What follows belongs to an exercise in optimizing a design on an open flow for small area, a short achievable clock period and few clock cycles per item; a production flow would make more cautious choices.
The RTL was checked by simulation tests, not by an equivalence proof against the original design.
Power and IR drop assume default switching activity.

**flow/constraint.sdc**
```tcl
create_clock -name core_clock -period 5.0 [get_ports {clk}]
set_input_delay 1.0000 -clock core_clock [delete_from_list [all_inputs] [get_ports {clk}]]
set_output_delay 1.0000 -clock core_clock [all_outputs]
set_load 0.01 [all_outputs]
```
**flow/run.sh**
```bash
#!/bin/bash
# synth_recipe.tcl (not shown) runs the flow's synth.tcl, then flattens the netlist and writes it again
# the make line also repeats each setting of config.mk as NAME=value (left out here)
make -C /OpenROAD-flow-scripts/flow DESIGN_CONFIG=/design/flow/config.mk WORK_HOME=/design/flow/orfs CLKGATE_MAP_FILE= SYNTH_SCRIPT=/design/flow/synth_recipe.tcl finish
```
**flow/config.mk**
```make
export PLATFORM = sky130hd
export DESIGN_NAME = ghash_core
export DESIGN_NICKNAME = ghash_core
export VERILOG_FILES = /design/flow/design.v
export SDC_FILE = /design/flow/constraint.sdc
export NUM_CORES = 4
export LEC_CHECK = 0
export CAP_MARGIN = 20
export CORE_MARGIN = 2
export CORE_UTILIZATION = 45
export SLEW_MARGIN = 20
```
**flow/design.v**
```verilog
module ghash_core (
    input  wire         clk,
    input  wire         rst,           
    input  wire         cmd_valid,
    output wire         cmd_ready,
    input  wire [31:0]  cmd_word,
    input  wire [127:0] cmd_data,
    input  wire         h_we,
    input  wire [127:0] h_wdata,
    output reg          done,
    output reg          err,
    output reg  [3:0]   err_code,
    output reg  [127:0] x,
    output reg  [63:0]  len_a,
    output reg  [63:0]  len_c,
    output reg  [1:0]   seq,
    output reg          partial
);
    localparam [7:0] OPC_INIT  = 8'h21;
    localparam [7:0] OPC_AAD   = 8'h22;
    localparam [7:0] OPC_TEXT  = 8'h23;
    localparam [7:0] OPC_FINAL = 8'h24;
    localparam [1:0] SEQ_IDLE    = 2'd0;
    localparam [1:0] SEQ_GH_AAD  = 2'd1;
    localparam [1:0] SEQ_GH_TEXT = 2'd2;
    localparam [3:0] E_NONE     = 4'd0;
    localparam [3:0] E_ILLEGAL  = 4'd1;
    localparam [3:0] E_BADLEN   = 4'd2;
    localparam [3:0] E_SEQUENCE = 4'd3;
    localparam [3:0] E_LENOVF   = 4'd7;
    localparam [127:0] R_POLY = {8'hE1, 120'd0};
    localparam [1:0] ST_IDLE = 2'd0;
    localparam [1:0] ST_MUL  = 2'd1;
    reg [1:0]   state;
    reg [127:0] h;
    reg [127:0] mul_a;      
    reg [127:0] mul_r;      
    reg [127:0] mul_sum;
    reg [6:0]   mul_cnt;
    reg [1:0]   pend_kind;  
    reg [63:0]  pend_len;   
    reg         pend_partial;
    assign cmd_ready = (state == ST_IDLE);
    wire accept = cmd_valid && cmd_ready;
    wire [7:0]  opc = cmd_word[7:0];
    wire [4:0]  n   = cmd_word[12:8];
    wire        rsv_bad = |cmd_word[31:13];
    wire        is_init  = (opc == OPC_INIT);
    wire        is_aad   = (opc == OPC_AAD);
    wire        is_text  = (opc == OPC_TEXT);
    wire        is_final = (opc == OPC_FINAL);
    wire        has_len  = is_aad || is_text;
    wire illegal = rsv_bad || !(is_init || is_aad || is_text || is_final) ||
                   (!has_len && (n != 5'd0));
    wire badlen  = has_len && ((n == 5'd0) || (n > 5'd16));
    wire aad_ok  = (seq == SEQ_GH_AAD) && !partial;
    wire text_ok = (seq == SEQ_GH_AAD) || ((seq == SEQ_GH_TEXT) && !partial);
    wire fin_ok  = (seq == SEQ_GH_AAD) || (seq == SEQ_GH_TEXT);
    wire seq_bad = (is_aad && !aad_ok) || (is_text && !text_ok) || (is_final && !fin_ok);
    wire [64:0] len_a_sum = {1'b0, len_a} + {57'd0, n, 3'd0};
    wire [64:0] len_c_sum = {1'b0, len_c} + {57'd0, n, 3'd0};
    wire ovf = (is_aad && len_a_sum[64]) || (is_text && len_c_sum[64]);
    reg [127:0] din_mask;
    integer i;
    always @(*) begin
        for (i = 0; i < 16; i = i + 1)
            din_mask[127 - 8*i -: 8] = (i < n) ? 8'hFF : 8'h00;
    end
    wire [127:0] block_in = is_final ? {len_a, len_c} : (cmd_data & din_mask);
    wire [127:0] sum_next = mul_a[127] ? (mul_sum ^ mul_r) : mul_sum;
    wire [127:0] r_next   = mul_r[0] ? ((mul_r >> 1) ^ R_POLY) : (mul_r >> 1);
    always @(posedge clk) begin
        if (rst) begin
            state        <= ST_IDLE;
            h            <= 128'd0;
            mul_a        <= 128'd0;
            mul_r        <= 128'd0;
            mul_sum      <= 128'd0;
            mul_cnt      <= 7'd0;
            pend_kind    <= 2'd0;
            pend_len     <= 64'd0;
            pend_partial <= 1'b0;
            done         <= 1'b0;
            err          <= 1'b0;
            err_code     <= E_NONE;
            x            <= 128'd0;
            len_a        <= 64'd0;
            len_c        <= 64'd0;
            seq          <= SEQ_IDLE;
            partial      <= 1'b0;
        end else begin
            done <= 1'b0;
            case (state)
                ST_IDLE: begin
                    if (accept) begin
                        err      <= 1'b0;
                        err_code <= E_NONE;
                        if (illegal) begin
                            done <= 1'b1; err <= 1'b1; err_code <= E_ILLEGAL;
                        end else if (badlen) begin
                            done <= 1'b1; err <= 1'b1; err_code <= E_BADLEN;
                        end else if (seq_bad) begin
                            done <= 1'b1; err <= 1'b1; err_code <= E_SEQUENCE;
                        end else if (ovf) begin
                            done <= 1'b1; err <= 1'b1; err_code <= E_LENOVF;
                        end else if (is_init) begin
                            done    <= 1'b1;
                            x       <= 128'd0;
                            len_a   <= 64'd0;
                            len_c   <= 64'd0;
                            seq     <= SEQ_GH_AAD;
                            partial <= 1'b0;
                        end else begin
                            state        <= ST_MUL;
                            mul_a        <= x ^ block_in;
                            mul_r        <= h;
                            mul_sum      <= 128'd0;
                            mul_cnt      <= 7'd0;
                            pend_kind    <= is_aad ? 2'd0 : (is_text ? 2'd1 : 2'd2);
                            pend_len     <= is_aad ? len_a_sum[63:0] : len_c_sum[63:0];
                            pend_partial <= (n < 5'd16);
                        end
                    end else if (h_we && seq == SEQ_IDLE) begin
                        h <= h_wdata;
                    end
                end
                ST_MUL: begin
                    mul_a   <= mul_a << 1;
                    mul_r   <= r_next;
                    mul_sum <= sum_next;
                    mul_cnt <= mul_cnt + 7'd1;
                    if (mul_cnt == 7'd127) begin
                        state <= ST_IDLE;
                        done  <= 1'b1;
                        x     <= sum_next;
                        case (pend_kind)
                            2'd0: begin
                                len_a   <= pend_len;
                                seq     <= SEQ_GH_AAD;
                                partial <= pend_partial;
                            end
                            2'd1: begin
                                len_c   <= pend_len;
                                seq     <= SEQ_GH_TEXT;
                                partial <= pend_partial;
                            end
                            default: begin
                                seq     <= SEQ_IDLE;
                                partial <= 1'b0;
                            end
                        endcase
                    end
                end
                default: state <= ST_IDLE;
            endcase
        end
    end
endmodule
```
==> metrics.csv, run 1 <==
metric;value;unit
FP Rows;107;
number of port buffers;556;
min-delay src;h[48];
Critical Path Start;cmd_word[12];
actual slew at the worst max-slew pin;1.15;ns
P per Cell Area;305;nW/um2
Mapped Area;38400;um2
Slew HR;0.234;
Peak Freq;234;MHz
RSZ-0062 raised after global routing;no;
clock share of power;0.478;
RePlAce Congestion;0.985;
Bufs on Longest Clock Path;3;
Post-DP HPWL;104000;um
pin count of the biggest net entering global routing;169;
number of post-CTS setup repair buffers;0;
final slew viol count;0;
P_leak;0.0177;uW
final worst-path cycle share;0.854;
Final Hold Viols;0;
endpoint type of the worst setup path;flip-flop;
Starting Density;0.452;
Critical-path top delay cell;o21ai_4;
Die Wd;296;um
Avg Inst Size Synth;8.41;um2
cell internal pwr;11300;uW
Tot Pwr;14700;uW
Max stage delay on crit path;0.78;ns
DRC Markers;0;
worst path required time;5.56;ns
Ys Warns;1;
Commonest cells post-synth;dfxtp_1, nand2_1, nor2_1;
CTS tree;built;
DRT Wirelength;144000;um
Synth Flop Type;dfxtp_1;
Netlist cell types;67;
CTS hold repair buffers;0;
Max H-tree Level;3;
core box area;84900;um2
top cells by area, synth;dfxtp_1, nand2_1, xor2_1, nor2_1, a211oi_1;
NetSw;3360;uW
First-pass DRT Iterations;6;
Num CTS Buffers;91;
VDD IR-drop max;0.244;mV
I/O pins;558;
gr usage total;0.316;
Resized Gates After CTS;0;
Startpoint Class;input pin;
Syn Inst Count;4566;
Async SR Flop Fraction;0;
register area share after synthesis;0.444;
fillers;8005;
WL met3;13200;um
worst skew pair latency;0.67;ns
Sink Count;851;
sw frac;0.229;
initial drt markers;3389;
critical path type;in2reg;
critical path arrival;4.83;ns
post-synth top area cell;dfxtp_1;
outcome;timing/DRC/antenna clean;
Avg Vias per Cell;5.66;
Seq cells post-synth;851;
Routed Antenna Nets;0;
global-route wire length before repair;208000;um
Synth top area share;0.444;
cells along the critical path;clkdlybuf4s50_1 -> ha_1 -> and2_1 -> a221oi_1 -> a211oi_2 -> a32o_2 -> o21ai_4 -> buf_4 -> nor2_1 -> a211oi_1;
Synthesized Nets;4874;
setup TNS;0;ns
count leader, synth;dfxtp_1;
EDFF count, synth;0;
Wirelength per Cell;23.2;um
die area;87600;um2
Clock transition at path regs;0.06;ns
max_cap viols;0;
vias in the first global route;31500;
HP Class;reg2reg;
Final nets;5273;
GRT Residual Overflow;0;
Die Ht;296;um
layout cells sized above 1;0.0634;
vias;35000;
FF-to-FF setup slack;1.16;ns
reg2reg start;len_a[6];
Syn-to-layout area delta;25.5;%
Met2 Wirelength;62300;um
Layout Skew;0.0307;ns
Final min period;4.27;ns
Routed met1 length;64300;um
crit path max fanout;57;
initial antenna violation count;19;
Comb power frac;0.056;
clk root buf;clkbuf_16;
uppermost routed layer;met5;
final setup vio count;0;
Seq pwr share;0.466;
[worst max-delay path, delay by kind of cell]
family | cells | cell delay (ns)
buffers and inverters | 2 | 1.17
AOI/OAI and AO/OA | 5 | 1.93
adders and majority gates | 1 | 0.41
and+or+nand+nor | 2 | 0.26
[final cells by class]
cell class / count / area [um2] / share of cell area
diodes: 7 / 17.5 / 0.000364
clock buffers: 131 / 2730 / 0.0567
clock inverters: 31 / 368 / 0.00764
inverters: 13 / 58.8 / 0.00122
multi-input cells: 3341 / 19900 / 0.413
flip-flops and latches: 851 / 17000 / 0.354
well taps: 1144 / 1430 / 0.0297
repair buffers: 667 / 6640 / 0.138
[placed cells by master (no fill, tap or decap), types with 11 or more instances in the layout]
cell type	synthesis	final
a22o_1	130	130
clkbuf_8	0	24
nor3_1	20	20
xor2_1	263	263
and2_1	18	18
dfxtp_1	851	849
o211ai_1	36	36
and4_1	18	18
and3_1	65	63
a21o_1	135	135
xnor2_1	108	108
clkinv_2	0	20
a22oi_1	75	75
buf_4	19	92
a21oi_1	246	246
nand3_1	63	61
nor4_1	28	26
a211oi_1	229	228
buf_12	0	19
nor2_1	489	488
o32ai_1	13	13
clkbuf_1	234	13
a311oi_1	13	13
clkbuf_16	0	94
clkdlybuf4s50_1	0	555
ha_1	14	14
nand4_1	45	45
inv_1	12	11
mux2i_1	129	129
a211oi_2	24	25
o21ai_0	267	267
nand2_1	825	824
[cells by family (layout without fill, tap and decap cells)]
group | count (synthesis) | count (layout) | share of synthesized area
adder cells (fa/ha/maj) | 16 | 16 | 0.00561
multiplexers | 129 | 129 | 0.0336
flip-flops | 851 | 851 | 0.444
buffers and inverters | 374 | 842 | 0.0414
AO/OA/AOI/OAI | 1212 | 1212 | 0.213
AND/OR/NAND/NOR | 1612 | 1612 | 0.178
other | 1 | 8 | 0.0000977
XOR/XNOR | 371 | 371 | 0.0847
[per-layer routing]
metal  vias up  global-route usage
li1      16700                   -
met5         -                   0
met1     16700               0.450
met4         8              0.0941
met3       202              0.0661
met2      1403               0.481
[power by group through the flow]
| stage | combinational (uW) | sequential (uW) | clock, uW |
|---|---|---|---|
| 2_1_floorplan | 370 | 7000 | 0 |
| 3_3_place_gp | 817 | 7000 | 0 |
| 3_5_place_dp | 816 | 7010 | 0 |
| 4_1_cts | 821 | 6850 | 7110 |
| 5_1_grt | 885 | 6860 | 7370 |
| 6_report | 827 | 6850 | 7030 |
[sequential cells by signal, indices dropped and copies added (netlist names)]
register / cells
mul_r: 128
h: 128
err_code: 3
err: 1
len_a: 64
mul_cnt: 7
mul_sum: 128
pend_kind: 2
partial: 1
seq: 2
mul_a: 128
state: 1
len_c: 64
x: 128
pend_partial: 1
done: 1
pend_len: 64
[metrics by stage]
step	area [um2]	setup slack, ns	hold slack [ns]	util	instances
global route	48200	0.531	0.462	0.567	6183
CTS	48100	0.819	0.454	0.567	6178
global placement	45000	0.217	0.443	0.531	6016
detailed placement	45000	0.138	0.446	0.531	6016
floorplan	38400	1.74	0.434	-	4566
finish	48200	0.732	0.452	0.567	6185
[final timing paths]
check / to / depth (start not counted)
worst max-delay path: mul_r[46] / 10
worst min-delay path: h[48] / 2
worst max register to register: mul_r[46] / 9
worst min register to register: h[48] / 2
Testbench counts, summed over its fixed seeds: cycles 264,316, commands 2,364.
==> run 2, diff against run 1 <==
--- a/flow/design.v
+++ b/flow/design.v
@@ -36,7 +36,7 @@
     reg [127:0] mul_a;      
     reg [127:0] mul_r;      
     reg [127:0] mul_sum;
-    reg [6:0]   mul_cnt;
+    reg [3:0]   mul_cnt;
     reg [1:0]   pend_kind;  
     reg [63:0]  pend_len;   
     reg         pend_partial;
@@ -67,8 +67,16 @@
             din_mask[127 - 8*i -: 8] = (i < n) ? 8'hFF : 8'h00;
     end
     wire [127:0] block_in = is_final ? {len_a, len_c} : (cmd_data & din_mask);
-    wire [127:0] sum_next = mul_a[127] ? (mul_sum ^ mul_r) : mul_sum;
-    wire [127:0] r_next   = mul_r[0] ? ((mul_r >> 1) ^ R_POLY) : (mul_r >> 1);
+    reg [127:0] sum_next, r_next;
+    integer s;
+    always @(*) begin
+        sum_next = mul_sum;
+        r_next   = mul_r;
+        for (s = 0; s < 8; s = s + 1) begin
+            if (mul_a[127 - s]) sum_next = sum_next ^ r_next;
+            r_next = r_next[0] ? ((r_next >> 1) ^ R_POLY) : (r_next >> 1);
+        end
+    end
     always @(posedge clk) begin
         if (rst) begin
             state        <= ST_IDLE;
@@ -76,7 +84,7 @@
             mul_a        <= 128'd0;
             mul_r        <= 128'd0;
             mul_sum      <= 128'd0;
-            mul_cnt      <= 7'd0;
+            mul_cnt      <= 4'd0;
             pend_kind    <= 2'd0;
             pend_len     <= 64'd0;
             pend_partial <= 1'b0;
@@ -115,7 +123,7 @@
                             mul_a        <= x ^ block_in;
                             mul_r        <= h;
                             mul_sum      <= 128'd0;
-                            mul_cnt      <= 7'd0;
+                            mul_cnt      <= 4'd0;
                             pend_kind    <= is_aad ? 2'd0 : (is_text ? 2'd1 : 2'd2);
                             pend_len     <= is_aad ? len_a_sum[63:0] : len_c_sum[63:0];
                             pend_partial <= (n < 5'd16);
@@ -125,11 +133,11 @@
                     end
                 end
                 ST_MUL: begin
-                    mul_a   <= mul_a << 1;
+                    mul_a   <= mul_a << 8;
                     mul_r   <= r_next;
                     mul_sum <= sum_next;
-                    mul_cnt <= mul_cnt + 7'd1;
-                    if (mul_cnt == 7'd127) begin
+                    mul_cnt <= mul_cnt + 4'd1;
+                    if (mul_cnt == 4'd15) begin
                         state <= ST_IDLE;
                         done  <= 1'b1;
                         x     <= sum_next;
==> metrics.csv, run 2 <==
metric;value;unit;change
vias;50700;;was 35000
Synthesized Nets;7271;;was 4874
Starting Density;0.455;;was 0.452
Syn Inst Count;6963;;was 4566
Avg Inst Size Synth;7.62;um2;was 8.41 um2
outcome;timing/DRC/antenna clean;;unchanged
RePlAce Congestion;1.03;;was 0.985
Async SR Flop Fraction;0;;unchanged
P per Cell Area;243;nW/um2;was 305 nW/um2
Synth top area share;0.320;;was 0.444
Commonest cells post-synth;nand2_1, xnor2_1, dfxtp_1;;was dfxtp_1, nand2_1, nor2_1
endpoint type of the worst setup path;flip-flop;;unchanged
Netlist cell types;67;;unchanged
fillers;11000;;was 8005
Startpoint Class;input pin;;unchanged
design area;63100;um2;was 48200 um2
DRT Wirelength;212000;um;was 144000 um
Seq pwr share;0.445;;was 0.466
crit path max fanout;42;;was 57
Layout Skew;0.0342;ns;was 0.0307 ns
initial antenna violation count;3;;was 19
Peak Freq;239;MHz;was 234 MHz
NetSw;3800;uW;was 3360 uW
Post-Place Cells;8561;;was 6016
sw frac;0.247;;was 0.229
count leader, synth;nand2_1;;was dfxtp_1
actual slew at the worst max-slew pin;1.11;ns;was 1.15 ns
final slew viol count;0;;unchanged
worst skew pair latency;0.71;ns;was 0.67 ns
GRT Residual Overflow;0;;unchanged
final setup vio count;0;;unchanged
number of port buffers;556;;unchanged
Met2 Wirelength;90800;um;was 62300 um
core box area;117000;um2;was 84900 um2
layout cells sized above 1;0.0510;;was 0.0634
cells along the critical path;clkdlybuf4s50_1 -> or4b_1 -> or2_2 -> or4_1 -> or4_1 -> nand4_1 -> buf_12 -> buf_12 -> mux2i_1 -> a21oi_1;;was clkdlybuf4s50_1 -> ha_1 -> and2_1 -> a221oi_1 -> a211oi_2 -> a32o_2 -> o21ai_4 -> buf_4 -> nor2_1 -> a211oi_1
VDD IR-drop max;0.253;mV;was 0.244 mV
P_leak;0.0217;uW;was 0.0177 uW
top cells by area, synth;dfxtp_1, xnor2_1, nand2_1, xor2_1, clkbuf_1;;was dfxtp_1, nand2_1, xor2_1, nor2_1, a211oi_1
post-synth top area cell;dfxtp_1;;unchanged
placed inst area;59800;um2;was 45000 um2
RSZ-0062 raised after global routing;no;;unchanged
Post-DP HPWL;151000;um;was 104000 um
Wirelength per Cell;24.3;um;was 23.2 um
Avg Vias per Cell;5.80;;was 5.66
register area share after synthesis;0.320;;was 0.444
Routed met1 length;90300;um;was 64300 um
Bufs on Longest Clock Path;3;;unchanged
HP Class;reg2reg;;unchanged
number of post-CTS setup repair buffers;0;;unchanged
max_cap viols;0;;unchanged
Synth Flop Type;dfxtp_1;;unchanged
WL met3;17600;um;was 13200 um
Seq cells post-synth;848;;was 851
final worst-path cycle share;0.838;;was 0.854
First-pass DRT Iterations;8;;was 6
Worst Reg-to-Reg Cells;9;;unchanged
CTS tree;built;;unchanged
Final min period;4.19;ns;was 4.27 ns
I/O pins;558;;unchanged
Post-Layout Cell Count;8739;;was 6185
commonest non-fill, non-tap cell in the layout;nand2_1;;was dfxtp_1
DRC Markers;0;;unchanged
Mapped Area;53000;um2;was 38400 um2
Die Wd;347;um;was 296 um
most frequent cells in the layout;nand2_1, xnor2_1, dfxtp_1;;was dfxtp_1, nand2_1, clkdlybuf4s50_1
uppermost routed layer;met5;;unchanged
pin count of the biggest net entering global routing;194;;was 169
cell internal pwr;11600;uW;was 11300 uW
Max H-tree Level;3;;unchanged
setup TNS;0;ns;unchanged
global-route wire length before repair;312000;um;was 208000 um
Slew HR;0.257;;was 0.234
Worst R2R End;mul_r[35];;was mul_r[46]
initial drt markers;5851;;was 3389
gr usage total;0.337;;was 0.316
reg2reg start;len_c[22];;was len_a[6]
Die Ht;347;um;was 296 um
Final Hold Viols;0;;unchanged
Final nets;7443;;was 5273
Resized Gates After CTS;0;;unchanged
Routed Antenna Nets;0;;unchanged
Sink Count;848;;was 851
critical path type;in2reg;;unchanged
critical path arrival;4.70;ns;was 4.83 ns
vias in the first global route;46100;;was 31500
EDFF count, synth;0;;unchanged
Clock transition at path regs;0.07;ns;was 0.06 ns
clock share of power;0.488;;was 0.478
Critical-path top delay cell;or4b_1;;was o21ai_4
CTS hold repair buffers;0;;unchanged
FF-to-FF setup slack;1.06;ns;was 1.16 ns
clk root buf;clkbuf_16;;unchanged
Syn-to-layout area delta;19.0;%;was 25.5%
FP Rows;125;;was 107
Tot Pwr;15400;uW;was 14700 uW
Ys Warns;1;;unchanged
hold path cells;2;;unchanged
Comb power frac;0.067;;was 0.056
worst path required time;5.51;ns;was 5.56 ns
hold path endpoint;mul_a[5];;was h[48]
Num CTS Buffers;96;;was 91
min-delay src;mul_a[5];;was h[48]
Max stage delay on crit path;0.63;ns;was 0.78 ns
die area;121000;um2;was 87600 um2
final hold slack;0.447;ns;was 0.452 ns
[run 2: per-stage QoR]
step / utilization / setup WS (ns)
4_1_cts: 0.542 / 0.874
3_3_place_gp: 0.513 / 0.175
3_5_place_dp: 0.513 / 0.173
6_report: 0.542 / 0.812
2_1_floorplan: - / 1.14
5_1_grt: 0.542 / 0.612
[run 2: worst max-delay path: cells and delay by family]
family | cells | cell delay, ns
and+or+nand+nor | 5 | 2.38
buffers and inverters | 3 | 0.93
muxes | 1 | 0.23
AOI/OAI and AO/OA | 1 | 0.08
[run 2: kinds of logic (layout without fill, tap and decap cells)]
group	count (synthesis)	count (layout)	synth area share
AO/OA/AOI/OAI	1328	1328	0.165
XOR/XNOR	1271	1271	0.210
adder cells (fa/ha/maj)	16	16	0.00406
buffers and inverters	680	931	0.0498
flip-flops	848	848	0.320
multiplexers	186	186	0.0351
other	1	2	0.0000707
AND/OR/NAND/NOR	2633	2633	0.216
[run 2: worst max path at each step]
stage	cells past startpoint	end	startpoint	slack, ns
CTS	10	mul_r[34]	cmd_word[2]	0.87
finish	10	mul_r[35]	cmd_word[2]	0.81
floorplan	11	mul_r[41]	cmd_word[1]	1.14
detailed placement	10	mul_r[23]	cmd_word[2]	0.17
global placement	10	mul_r[24]	cmd_word[2]	0.17
global route	11	mul_r[114]	cmd_word[9]	0.61
[run 2: cell type report]
cell class,count,area (um2),area share
Sequential cell,848,17000,0.269
Timing Repair Buffer,717,7190,0.114
Clock inverter,43,564,0.00894
Multi-Input combinational cell,5435,33500,0.531
Clock buffer,134,2760,0.0436
Antenna cell,1,2.50,0.0000396
Inverter,37,146,0.00232
Tap cell,1524,1910,0.0302
[run 2: power by group through the flow]
stage,sequential [uW],clock [uW],combinational [uW]
2_1_floorplan,6970,0,441
3_3_place_gp,6980,0,1010
3_5_place_dp,6980,0,1010
4_1_cts,6830,7600,1010
5_1_grt,6830,7870,1080
6_report,6830,7500,1030
[run 2: layer usage]
layer / global-route usage / up-vias
met3: 0.0550 / 450
met4: 0.191 / 2
met5: 0 / -
met2: 0.508 / 2349
li1: - / 23700
met1: 0.458 / 24100
Testbench counts of run 2, summed over its fixed seeds: cycles 35,388, commands 2,364.

[afterwards: timing with drivers on the ports]
No port has a modelled driver above. Below, the same layouts with a new extraction and two added sets of constraints.
Step 1: set_driving_cell puts a clkbuf_16 on clk and a buf_2 on each other input, an assumption about the parent block.
Step 2 times the ports against the registers' clock, not the clock port: input delays grow and output delays shrink by t, the midpoint of the rising clock arrivals with the driver on.
Three values: ideal, step 1, step 2; two values: the first two.
run	t (ns)	setup WS [ns]	worst setup path after step 2	pins driven straight from the clock port
run 1	0.726	0.732 / 0.691 / -0.035	input to register	1
run 2	0.770	0.812 / 0.861 / 0.091	input to register	1
With both steps, setup timing fails in run 1, where it was met with ideal ports. The setup slack of run 1, which loses most, moves by -0.041 ns with the drivers and by -0.767 ns with both steps.
